This is an optimization exercise on Yosys and OpenROAD, whose aim is small area, not a production implementation. Function was checked by simulation only, so behaviour that the tests miss may differ from the original. No activity file was given, so power comes from the tool's default toggle rates.

run 1:
## dcs_decoder
module dcs_decoder (
    input  wire        clk,
    input  wire        rst_n,
    input  wire [15:0] cfg_alpha,
    input  wire [25:0] cfg_spb,
    input  wire        in_valid,
    output wire        in_ready,
    input  wire [15:0] in_sample,
    output reg         out_valid,
    output wire        out_bnd,
    output wire        out_bit,
    output reg         out_found,
    output wire [8:0]  out_code,
    output wire        out_inv,
    output reg         out_event
);
Size: about 230 flip-flops, ~0.014 mm2 of cells after synthesis.
export LEC_CHECK = 0
export ABC_AREA = 1
export CAP_MARGIN = 20
export CORE_MARGIN = 2
export CORE_UTILIZATION = 50
export CTS_BUF_LIST = sky130_fd_sc_hd__clkbuf_16
export CTS_CLUSTER_DIAMETER = 100
export CTS_CLUSTER_SIZE = 30
export PLACE_DENSITY = 0.6
export SLEW_MARGIN = 20
export SYNTH_MEMORY_MAX_BITS = 65536
create_clock -name core_clock -period 15.0 [get_ports {clk}]
standard.sh (not shown) runs the stock make flow with config.mk's settings and CLKGATE_MAP_FILE= SYNTH_SCRIPT=/design/flow/synth_recipe.tcl, a recipe that flattens the netlist after the stock synthesis.
==> flow/flow/run.sh <==
#!/bin/bash
# Layout flow: the standard flow (standard.sh, the standard synthesis and
# ORFS steps) with one change: the port buffers that global placement inserts
# on every input and output are the platform's smallest buffer (buf_1)
# instead of the cell buffer_ports picks by default. The full make output is
# in flow_make.log; each ORFS step's log is under orfs/logs/.
set -euo pipefail
bash standard.sh "BUFFER_PORTS_ARGS=-buffer_cell sky130_fd_sc_hd__buf_1" finish > flow_make.log 2>&1
Looking at the reports, run 1 completed the entire flow and the layout it produced met the timing, DRC and antenna checks.
Relative to run 1, the following input files were edited for run 2:
Settings: PLACE_DENSITY now 0.75, was 0.6; CTS_CLUSTER_SIZE now 16, was 30; CORE_UTILIZATION now 65, was 50; CTS_BUF_LIST now sky130_fd_sc_hd__clkbuf_8, was sky130_fd_sc_hd__clkbuf_16; CTS_CLUSTER_DIAMETER now 80, was 100.
Findings:
The flow did not stop early for run 2: all stages ran, and the layout cleared the timing, DRC and antenna checks. On fraction of area in registers: between run 2 and run 1, it ends up lower for run 1. Against run 1, run 2 reports a share of cell area taken by multi-input logic gates that is higher. Share of the clock period used by the worst path: run 2 vs run 1 — no meaningful difference. NOTE: routed length per instance in run 2 falls short of that of run 1.
Changes in run 3 relative to run 2:
Settings: CORE_UTILIZATION changed from 65 to 50; PLACE_DENSITY changed from 0.75 to 0.6; GPL_TIMING_DRIVEN newly set to 0.
Results
Run 3 finished all stages; the layout is clean. Run 3 leaves less setup margin than run 2. Final cell count without fillers in run 3 vs run 2: up 126. Clock power share, run 3 and run 2: larger value in run 3.
Setup changes, run 3 to run 4
Settings: swapping 80 for 60 in CTS_CLUSTER_DIAMETER; swapping 16 for 20 in CTS_CLUSTER_SIZE; clearing GPL_TIMING_DRIVEN, which used to be 0.
## What came out
Multi-input gate area in the final layout of run 4 is on par with run 3.
Delta (run 4 minus run 3): area of the placeable core roughly the same; number of buffer and inverter stages on the critical path increased by 2 relative to the old numbers; final routed wirelength across all metal layers went down by 2.7 mm; synthesized cell count held steady; worst-margin pin slew went up by 0.096 ns.
Summary of run 4 over run 3: max-slew headroom at the worst pin now sits lower, clock latency at the later pin of the worst-skew pair did not really move, H-tree depth flat.

dcs_decoder, a different RTL version from the one above (not shown whole).
export LEC_CHECK = 0
export ABC_AREA = 1
export CAP_MARGIN = 20
export CORE_MARGIN = 2
export CORE_UTILIZATION = 40
export CTS_BUF_LIST = sky130_fd_sc_hd__clkbuf_8
export CTS_CLUSTER_DIAMETER = 80
export CTS_CLUSTER_SIZE = 16
export PLACE_DENSITY = 0.55
export SLEW_MARGIN = 20
export SYNTH_MEMORY_MAX_BITS = 65536
create_clock -name core_clock -period 15.0 [get_ports {clk}]
Scripts as last shown in full above: flow/flow/run.sh
The starting point ran to the end with no violations.
Edit:
==> flow/run.sh (new file) <==
#!/bin/bash
# synth_recipe.tcl (not shown) runs the flow's synth.tcl, then flattens the netlist and writes it again
# the make line also repeats each setting of config.mk as NAME=value (left out here)
make -C /OpenROAD-flow-scripts/flow DESIGN_CONFIG=/design/flow/config.mk WORK_HOME=/design/flow/orfs CLKGATE_MAP_FILE= SYNTH_SCRIPT=/design/flow/synth_recipe.tcl finish
Settings changed: CORE_UTILIZATION 40 to 65, PLACE_DENSITY 0.55 to 0.75.
removed: flow/flow/run.sh
removed: flow/standard.sh
Effect:
- hold slack improves by 9.5 ps
- count of clock-buffer cells in the layout is lower by 1
- wire length is lower by a few percent
- synthesized cell count does not change
- synthesized area is unchanged
- critical path depth is lower by 4
- clock skew stays flat
- first-iteration DRC count is higher by about a fifth
Edit:
Settings changed: CAP_MARGIN 20 to 0, CORE_UTILIZATION 65 to 40, PLACE_DENSITY 0.75 to 0.55, SLEW_MARGIN 20 to 0.
Result:
- The new run passed the timing, DRC and antenna checks
- setup slack improves by 150 ps
- core utilization decreases by 28 points
- global-route usage decreases by 11 points
- clock skew is lower by 9.6 ps
- routed wire length is higher by a little under a tenth
- area after synthesis stays the same
Edit:
Settings changed: CAP_MARGIN 0 to 20, CTS_BUF_LIST sky130_fd_sc_hd__clkbuf_8 to default, CTS_CLUSTER_DIAMETER 80 to default, CTS_CLUSTER_SIZE 16 to default, SLEW_MARGIN 0 to 20.
- final area came out higher by a few percent
- total power climbs by about a fifth
- core utilization goes up by 1.4 points
- setup slack degrades by 14 ps
- via count increases slightly
- wire length came out higher slightly
- die area is unchanged
- critical path depth stays the same
- cell count rose slightly
- sequential share of layout area is lower by 0.94 points

dcs_decoder with an RTL version that a note above also has.
Size in the first run: roughly 1,800 cells after synthesis, about 230 flip-flops, roughly 77 I/O pins, roughly 14,000 um2 of cells after synthesis.
export LEC_CHECK = 0
export ABC_AREA = 1
export CAP_MARGIN = 20
export CORE_MARGIN = 2
export CORE_UTILIZATION = 50
export CTS_BUF_LIST = sky130_fd_sc_hd__clkbuf_4 sky130_fd_sc_hd__clkbuf_8 sky130_fd_sc_hd__clkbuf_16
export CTS_CLUSTER_DIAMETER = 80
export CTS_CLUSTER_SIZE = 16
export PLACE_DENSITY = 0.6
export SLEW_MARGIN = 20
export SYNTH_MEMORY_MAX_BITS = 65536
create_clock -name core_clock -period 15.0 [get_ports {clk}]
==> flow/flow/run.sh <==
#!/bin/bash
# Layout flow: the standard flow (standard.sh, the standard synthesis and
# ORFS steps) with one change: the port buffers that global placement inserts
# on every input and output are the platform's smallest buffer (buf_1)
# instead of the cell buffer_ports picks by default. The full make output is
# in flow_make.log; each ORFS step's log is under orfs/logs/.
set -euo pipefail
bash standard.sh "BUFFER_PORTS_ARGS=-buffer_cell sky130_fd_sc_hd__buf_1" finish > flow_make.log 2>&1
Next try:
Settings changed: CTS_BUF_LIST sky130_fd_sc_hd__clkbuf_4 sky130_fd_sc_hd__clkbuf_8 sky130_fd_sc_hd__clkbuf_16 to sky130_fd_sc_hd__clkbuf_8.
The changed run completed with no timing, DRC or antenna violations.
Routed wire length hardly moves.
Combinational power is about the same.
Power fell by 9.4%.
Setup slack improves by 0.026 ns.
Design area fell by 1.7%.
Next try:
Settings changed: CORE_UTILIZATION 50 to 80, PLACE_DENSITY 0.6 to 0.88.
Effect: Power rises slightly; via count is higher by roughly a tenth; global-route usage increases by 17 points; worst setup slack got worse by 0.19 ns; synthesized area does not change; worst hold slack improved by 0.0062 ns; design area came out lower slightly; sequential share of layout area went up by 0.42 points; clock skew goes up by 0.038 ns.

run a:
dcs_decoder, a different RTL version from the one above (not shown whole).
Size in the first run: about 230 flip-flops, about 77 I/O pins.
export LEC_CHECK = 0
export ABC_AREA = 1
export CAP_MARGIN = 20
export CORE_MARGIN = 2
export CORE_UTILIZATION = 50
export CTS_BUF_LIST = sky130_fd_sc_hd__clkbuf_8
export CTS_CLUSTER_DIAMETER = 80
export CTS_CLUSTER_SIZE = 16
export PLACE_DENSITY = 0.6
export SLEW_MARGIN = 20
export SYNTH_MEMORY_MAX_BITS = 65536
create_clock -name core_clock -period 15.0 [get_ports {clk}]
Scripts as last shown in full above: flow/flow/run.sh
Input-level comparison between run b and run a:
Settings: PLACE_DENSITY: 0.6 -> 0.55; CORE_UTILIZATION: 50 -> 40.
==> flow/run.sh (new file) <==
#!/bin/bash
# synth_recipe.tcl (not shown) runs the flow's synth.tcl, then flattens the netlist and writes it again
# the make line also repeats each setting of config.mk as NAME=value (left out here)
make -C /OpenROAD-flow-scripts/flow DESIGN_CONFIG=/design/flow/config.mk WORK_HOME=/design/flow/orfs CLKGATE_MAP_FILE= SYNTH_SCRIPT=/design/flow/synth_recipe.tcl finish
removed: flow/flow/run.sh
removed: flow/standard.sh
Results
Setup slack is higher on run a
Power on run b is up relative to run a.
Measured against run b, the height of the die of run a comes out at 0.897 times the reference value.
On detailed route wirelength on metal2, the higher figure sits with run a, not run b.
Run b vs run a, count of clock-buffer cells in the layout went up by 1.
All of run b and run a finish clean.
When the final numbers for run b and run a were put side by side, the sequential share of layout area turned out to be greater in run a.

-- what the ideal ports hide --
The flow's constraints put no driver on any port. The routed layouts listed below were extracted and timed again, unchanged, in two steps. Step 1 sets driving cells, clkbuf_16 on the clock port and buf_2 on the other inputs (assumed; they add their load-dependent delay and slew). Step 2 also shifts input and output timing later by t, the mid clock arrival at the registers, as if the neighbouring blocks saw the same clock. Three values: ideal ports, drivers, drivers and shift; two values: the first two.
| run | t (ns) | setup WS [ns] | worst register clock-pin slew, ns |
|---|---|---|---|
| run 1 | 0.534 | 0.541 / 0.569 / 0.035 | 0.12 / 0.12 |
| run 2 | 0.562 | 0.532 / 0.542 / -0.020 | 0.11 / 0.11 |
| run 3 | 0.601 | 0.373 / 0.395 / -0.205 | 0.11 / 0.11 |
| run 4 | 0.615 | 0.566 / 0.591 / -0.024 | 0.11 / 0.11 |
| the first run of note 2 | 0.604 | 0.659 / 0.687 / 0.083 | 0.11 / 0.11 |
| the second run of note 2 | 0.582 | 0.378 / 0.398 / -0.184 | 0.11 / 0.11 |
| the third run of note 2 | 0.597 | 0.525 / 0.544 / -0.053 | 0.11 / 0.11 |
| the fourth run of note 2 | 0.608 | 0.511 / 0.540 / -0.068 | 0.07 / 0.07 |
| the first run of note 3 | 0.550 | 0.587 / 0.616 / 0.066 | 0.08 / 0.08 |
| the second run of note 3 | 0.574 | 0.612 / 0.637 / 0.063 | 0.12 / 0.12 |
| the third run of note 3 | 0.589 | 0.421 / 0.443 / -0.146 | 0.11 / 0.11 |
| run a | 0.580 | 0.615 / 0.642 / 0.062 | 0.12 / 0.12 |
| run b | 0.597 | 0.564 / 0.593 / -0.004 | 0.12 / 0.12 |
Met with ideal ports but missed after step 2: setup timing in 8 of these runs. For run 4, which loses most, drivers alone change the setup slack by +0.025 ns; drivers and shift together by -0.590 ns.
